This design comes from an exercise in tuning for small area, a short achievable clock period and few clock cycles on the open sky130 flow, not from production work.
Where RTL was checked, it was by simulation tests only, not by an equivalence proof against the original.
Power figures rest on the tool's default switching activity, not on a simulated workload.

Setup of AL:
==> flow/design.v <==
module crcarc (
    input  wire        clk,
    input  wire        rst,         
    input  wire        cmd_valid,
    output wire        cmd_ready,
    input  wire [11:0] cmd,
    output reg         rsp_valid,
    output wire [31:0] rsp
);
    localparam [3:0] OP_NOP       = 4'h0;
    localparam [3:0] OP_CRC_CLR   = 4'h1;
    localparam [3:0] OP_CRC_BYTE  = 4'h2;
    localparam [3:0] OP_DEC_START = 4'h3;
    localparam [3:0] OP_DEC_CHAR  = 4'h4;
    localparam [3:0] OP_HEX_START = 4'h5;
    localparam [3:0] OP_HEX_CHAR  = 4'h6;
    localparam [3:0] OP_HEX_CHECK = 4'h7;
    localparam [3:0] OP_RD        = 4'h8;
    localparam [2:0] D_IDLE  = 3'd0;
    localparam [2:0] D_RUN   = 3'd3;
    localparam [2:0] D_DONE  = 3'd4;
    localparam [2:0] D_DIGIT = 3'd1;
    localparam [2:0] D_POINT = 3'd2;
    localparam [2:0] D_CFG   = 3'd5;
    localparam [2:0] D_SEQ   = 3'd6;
    localparam [2:0] H_IDLE  = 3'd0;
    localparam [2:0] H_RUN   = 3'd1;
    localparam [2:0] H_DONE  = 3'd2;
    localparam [2:0] H_HEX   = 3'd3;
    localparam [2:0] H_LEN   = 3'd4;
    localparam [2:0] H_SEQ   = 3'd6;
    reg [15:0] crc;
    reg [14:0] acc_lo;
    reg [14:0] acc_hi;
    reg [3:0]  acc_c;       
    reg        acc_p;       
    reg [3:0]  digits;
    reg [3:0]  decimals;
    reg [3:0]  dpos;
    reg [2:0]  dcode;
    reg [15:0] hexv;
    reg [2:0]  hcnt;
    reg [2:0]  hcode;
    reg [15:0] calc;
    reg        match;
    reg        ill;
    reg        cv;
    reg [11:0] cq;
    reg [4:0]  rsel;
    assign cmd_ready = 1'b1;
    wire [3:0] op  = cq[11:8];
    wire [7:0] arg = cq[7:0];
    reg [15:0] crc_next_byte;
    integer    i;
    always @(*) begin
        crc_next_byte = crc ^ {8'h00, arg};
        for (i = 0; i < 8; i = i + 1) begin
            if (crc_next_byte[0])
                crc_next_byte = (crc_next_byte >> 1) ^ 16'hA001;
            else
                crc_next_byte = crc_next_byte >> 1;
        end
    end
    wire       arg_is_digit = (arg[7:4] == 4'h3) && !(arg[3] && (arg[2] || arg[1]));
    wire       arg_is_point = (arg == 8'h2E);
    reg        cfg_legal;
    always @(*) begin
        case (arg[7:4])
            4'd1:    cfg_legal = (arg[3:0] <= 4'd8);
            4'd2:    cfg_legal = (arg[3:0] <= 4'd7);
            4'd3:    cfg_legal = (arg[3:0] <= 4'd6);
            4'd4:    cfg_legal = (arg[3:0] <= 4'd5);
            4'd5:    cfg_legal = (arg[3:0] <= 4'd4);
            4'd6:    cfg_legal = (arg[3:0] <= 4'd3);
            4'd7:    cfg_legal = (arg[3:0] <= 4'd2);
            4'd8:    cfg_legal = (arg[3:0] <= 4'd1);
            4'd9:    cfg_legal = (arg[3:0] == 4'd0);
            default: cfg_legal = 1'b0;
        endcase
    end
    wire       at_point     = (decimals != 4'd0) && (dpos == digits);
    wire       dec_last     = (decimals == 4'd0) ? (dpos + 4'd1 == digits)
                                                 : ({1'b0, dpos} == {1'b0, digits} + {1'b0, decimals});
    wire [3:0]  dig         = arg[3:0];
    wire [18:0] lo_next     = {1'b0, acc_lo, (dig[3] ? 3'd7 : dig[2:0])}
                            + {3'b000, acc_lo, dig[3]}
                            + {18'd0, dig[3] & dig[0]};
    wire [14:0] hi_next     = {acc_hi[11:0], (acc_c[3] ? 3'd7 : acc_c[2:0])}
                            + {acc_hi[13:0], acc_c[3]}
                            + {14'd0, acc_c[3] & acc_c[0]};
    wire [29:0] acc         = {acc_hi, acc_lo};
    wire [1:0] dstate = (dcode == D_IDLE) ? 2'd0 :
                        (dcode == D_RUN)  ? 2'd1 :
                        (dcode == D_DONE) ? 2'd2 : 2'd3;
    wire [3:0] derrc  = (dstate == 2'd3) ? {1'b0, dcode} : 4'd0;
    wire       d_run  = (dcode == D_RUN);
    wire       d_err  = (dstate == 2'd3);
    wire       arg_is_alpha = (arg[7:6] == 2'b01) && (arg[4:3] == 2'b00)
                              && (arg[2:0] != 3'd0) && (arg[2:0] != 3'd7);
    wire       arg_is_hex   = arg_is_digit || arg_is_alpha;
    wire [3:0] hex_val      = arg[6] ? {1'b1, (arg[2:0] == 3'd1 || arg[2:0] == 3'd2) ? 1'b0 : 1'b1,
                                        (arg[2:0] == 3'd3 || arg[2:0] == 3'd4) ? 1'b0 : 1'b1, ~arg[0]}
                                     : arg[3:0];
    wire       h_err  = hcode[2] | (hcode[1] & hcode[0]);
    wire [1:0] hstate = h_err ? 2'd3 : hcode[1:0];
    wire [3:0] herrc  = h_err ? {1'b0, hcode} : 4'd0;
    wire       h_run  = (hcode == H_RUN);
    wire [31:0] status = {decimals, digits, 1'b0, hcnt, dpos, herrc, derrc,
                          2'b00, ill, match, hstate, dstate};
    assign rsp = ({32{rsel[0]}} & {16'd0, crc})
               | ({32{rsel[1]}} & {2'd0, acc})
               | ({32{rsel[2]}} & {16'd0, hexv})
               | ({32{rsel[3]}} & {16'd0, calc})
               | ({32{rsel[4]}} & status);
    always @(posedge clk) begin
        cq   <= cmd;
        rsel <= 5'd0;
        if (cv && op == OP_RD && arg[7:3] == 5'd0) begin
            rsel[0] <= (arg[2:0] == 3'd0);
            rsel[1] <= (arg[2:0] == 3'd1);
            rsel[2] <= (arg[2:0] == 3'd2);
            rsel[3] <= (arg[2:0] == 3'd3);
            rsel[4] <= (arg[2:0] == 3'd4);
        end
        if (rst) begin
            cv        <= 1'b0;
            crc       <= 16'd0;
            acc_lo    <= 15'd0;
            acc_hi    <= 15'd0;
            acc_c     <= 4'd0;
            acc_p     <= 1'b0;
            digits    <= 4'd0;
            decimals  <= 4'd0;
            dpos      <= 4'd0;
            dcode     <= D_IDLE;
            hexv      <= 16'd0;
            hcnt      <= 3'd0;
            hcode     <= H_IDLE;
            calc      <= 16'd0;
            match     <= 1'b0;
            ill       <= 1'b0;
            rsp_valid <= 1'b0;
        end else begin
            cv        <= cmd_valid;
            rsp_valid <= 1'b0;
            acc_p     <= 1'b0;
            if (acc_p)
                acc_hi <= hi_next;
            if (cv) begin
                case (op)
                    OP_NOP: ;
                    OP_CRC_CLR:  crc <= 16'd0;
                    OP_CRC_BYTE: crc <= crc_next_byte;
                    OP_DEC_START: begin
                        digits   <= arg[7:4];
                        decimals <= arg[3:0];
                        acc_lo   <= 15'd0;
                        acc_hi   <= 15'd0;
                        acc_p    <= 1'b0;
                        dpos     <= 4'd0;
                        dcode    <= cfg_legal ? D_RUN : D_CFG;
                    end
                    OP_DEC_CHAR: begin
                        if (d_run) begin
                            if (at_point) begin
                                if (arg_is_point)
                                    dpos <= dpos + 4'd1;
                                else
                                    dcode <= D_POINT;
                            end else if (arg_is_digit) begin
                                acc_lo <= lo_next[14:0];
                                acc_c  <= lo_next[18:15];
                                acc_p  <= 1'b1;
                                dpos <= dpos + 4'd1;
                                if (dec_last)
                                    dcode <= D_DONE;
                            end else
                                dcode <= D_DIGIT;
                        end else if (!d_err)
                            dcode <= D_SEQ;
                    end
                    OP_HEX_START: begin
                        hexv  <= 16'd0;
                        hcnt  <= 3'd0;
                        calc  <= 16'd0;
                        match <= 1'b0;
                        hcode <= H_RUN;
                    end
                    OP_HEX_CHAR: begin
                        if (h_run) begin
                            if (!arg_is_hex)
                                hcode <= H_HEX;
                            else if (hcnt == 3'd4)
                                hcode <= H_LEN;
                            else begin
                                hexv <= {hexv[11:0], hex_val};
                                hcnt <= hcnt + 3'd1;
                            end
                        end else if (!h_err)
                            hcode <= H_SEQ;
                    end
                    OP_HEX_CHECK: begin
                        if (h_run) begin
                            if (hcnt == 3'd4) begin
                                calc  <= crc;
                                match <= (hexv == crc);
                                hcode <= H_DONE;
                            end else
                                hcode <= H_LEN;
                        end else if (!h_err)
                            hcode <= H_SEQ;
                    end
                    OP_RD: begin
                        rsp_valid <= 1'b1;
                        if (arg > 8'h04)
                            ill <= 1'b1;
                    end
                    default: ill <= 1'b1;    
                endcase
            end
        end
    end
endmodule
==> flow/config.mk <==
export PLATFORM = sky130hd
export DESIGN_NAME = crcarc
export DESIGN_NICKNAME = crcarc
export VERILOG_FILES = /design/flow/design.v
export SDC_FILE = /design/flow/constraint.sdc
export NUM_CORES = 4
export LEC_CHECK = 0
export CAP_MARGIN = 20
export CORE_MARGIN = 2
export CORE_UTILIZATION = 40
export SETUP_SLACK_MARGIN = 2.5
export SLEW_MARGIN = 20
==> flow/constraint.sdc <==
create_clock -name core_clock -period 5.0 [get_ports {clk}]
set_input_delay 1.0000 -clock core_clock [delete_from_list [all_inputs] [get_ports {clk}]]
set_output_delay 1.0000 -clock core_clock [all_outputs]
set_load 0.01 [all_outputs]
run.sh (not shown) runs the stock make flow with config.mk's settings and CLKGATE_MAP_FILE= SYNTH_SCRIPT=/design/flow/synth_recipe.tcl, a recipe that flattens the netlist after the stock synthesis.
AL finished every stage and its layout cleared the timing, DRC and antenna checks.
Testbench counts of AL, summed over its fixed seeds: cycles 16,194.
> inputs changed (AL -> PW)
--- a/flow/design.v
+++ b/flow/design.v
@@ -3,11 +3,11 @@
     input  wire        rst,         
     input  wire        cmd_valid,
     output wire        cmd_ready,
     input  wire [11:0] cmd,
     output reg         rsp_valid,
-    output wire [31:0] rsp
+    output reg  [31:0] rsp
 );
     localparam [3:0] OP_NOP       = 4'h0;
     localparam [3:0] OP_CRC_CLR   = 4'h1;
     localparam [3:0] OP_CRC_BYTE  = 4'h2;
     localparam [3:0] OP_DEC_START = 4'h3;
@@ -42,13 +42,11 @@
     reg [2:0]  hcnt;
     reg [2:0]  hcode;
     reg [15:0] calc;
     reg        match;
     reg        ill;
-    reg        cv;
     reg [11:0] cq;
-    reg [4:0]  rsel;
     assign cmd_ready = 1'b1;
     wire [3:0] op  = cq[11:8];
     wire [7:0] arg = cq[7:0];
     reg [15:0] crc_next_byte;
     integer    i;
@@ -105,27 +103,26 @@
     wire [1:0] hstate = h_err ? 2'd3 : hcode[1:0];
     wire [3:0] herrc  = h_err ? {1'b0, hcode} : 4'd0;
     wire       h_run  = (hcode == H_RUN);
     wire [31:0] status = {decimals, digits, 1'b0, hcnt, dpos, herrc, derrc,
                           2'b00, ill, match, hstate, dstate};
-    assign rsp = ({32{rsel[0]}} & {16'd0, crc})
-               | ({32{rsel[1]}} & {2'd0, acc})
-               | ({32{rsel[2]}} & {16'd0, hexv})
-               | ({32{rsel[3]}} & {16'd0, calc})
-               | ({32{rsel[4]}} & status);
+    reg  [31:0] rd_value;
+    always @(*) begin
+        case (arg)
+            8'h00:   rd_value = {16'd0, crc};
+            8'h01:   rd_value = {2'd0, acc_p ? hi_next : acc_hi, acc_lo};
+            8'h02:   rd_value = {16'd0, hexv};
+            8'h03:   rd_value = {16'd0, calc};
+            8'h04:   rd_value = status;
+            default: rd_value = 32'd0;
+        endcase
+    end
     always @(posedge clk) begin
-        cq   <= cmd;
-        rsel <= 5'd0;
-        if (cv && op == OP_RD && arg[7:3] == 5'd0) begin
-            rsel[0] <= (arg[2:0] == 3'd0);
-            rsel[1] <= (arg[2:0] == 3'd1);
-            rsel[2] <= (arg[2:0] == 3'd2);
-            rsel[3] <= (arg[2:0] == 3'd3);
-            rsel[4] <= (arg[2:0] == 3'd4);
-        end
+        cq[7:0] <= cmd[7:0];
+        rsp     <= rd_value;      
         if (rst) begin
-            cv        <= 1'b0;
+            cq[11:8]  <= OP_NOP;
             crc       <= 16'd0;
             acc_lo    <= 15'd0;
             acc_hi    <= 15'd0;
             acc_c     <= 4'd0;
             acc_p     <= 1'b0;
@@ -139,16 +136,16 @@
             calc      <= 16'd0;
             match     <= 1'b0;
             ill       <= 1'b0;
             rsp_valid <= 1'b0;
         end else begin
-            cv        <= cmd_valid;
+            cq[11:8]  <= cmd_valid ? cmd[11:8] : OP_NOP;
             rsp_valid <= 1'b0;
             acc_p     <= 1'b0;
             if (acc_p)
                 acc_hi <= hi_next;
-            if (cv) begin
+            begin
                 case (op)
                     OP_NOP: ;
                     OP_CRC_CLR:  crc <= 16'd0;
                     OP_CRC_BYTE: crc <= crc_next_byte;
                     OP_DEC_START: begin
==> run notes <==
Total power (PW vs. AL) increases by more than 10%. Delta (PW minus AL): slew at the pin closest to its max-slew limit went down 140 ps; clock network fraction of design power went down 4.4 points; worst ir drop on vdd went down 12%; number of stages on the worst setup path went down 2. Compared to AL, the router laid down more metal wire for PW.
The RTL of PW was laid out without a check of its function.

static timing again, ports no longer ideal:
Ports are ideal in the flow. The routed layouts listed here were re-timed in OpenROAD. Step 1 sets driving cells, clkbuf_16 on the clock port and buf_2 on the other inputs (assumed; they add their load-dependent delay and slew). Step 2 times the ports against the registers' clock, not the clock port: input delays grow and output delays shrink by t, the midpoint of the rising clock arrivals with the driver on. Three values: ideal ports, drivers, drivers and shift; two values: the first two.
| run | t, ns | setup slack, ns | hold WS [ns] | slew at the worst register clock pin (ns) | worst slew at a driven data input, ns |
|---|---|---|---|---|---|
| AL | 0.464 | 2.375 / 2.375 / 2.307 | 0.450 / 0.450 / 0.450 | 0.06 / 0.06 | 0.03 |
| PW | 0.476 | 2.447 / 2.447 / 2.301 | 0.451 / 0.451 / 0.451 | 0.07 / 0.07 | 0.04 |
After both steps every run listed still meets setup and hold. For PW, which loses most, drivers alone change the setup slack by 0.000 ns; drivers and shift together by -0.146 ns.
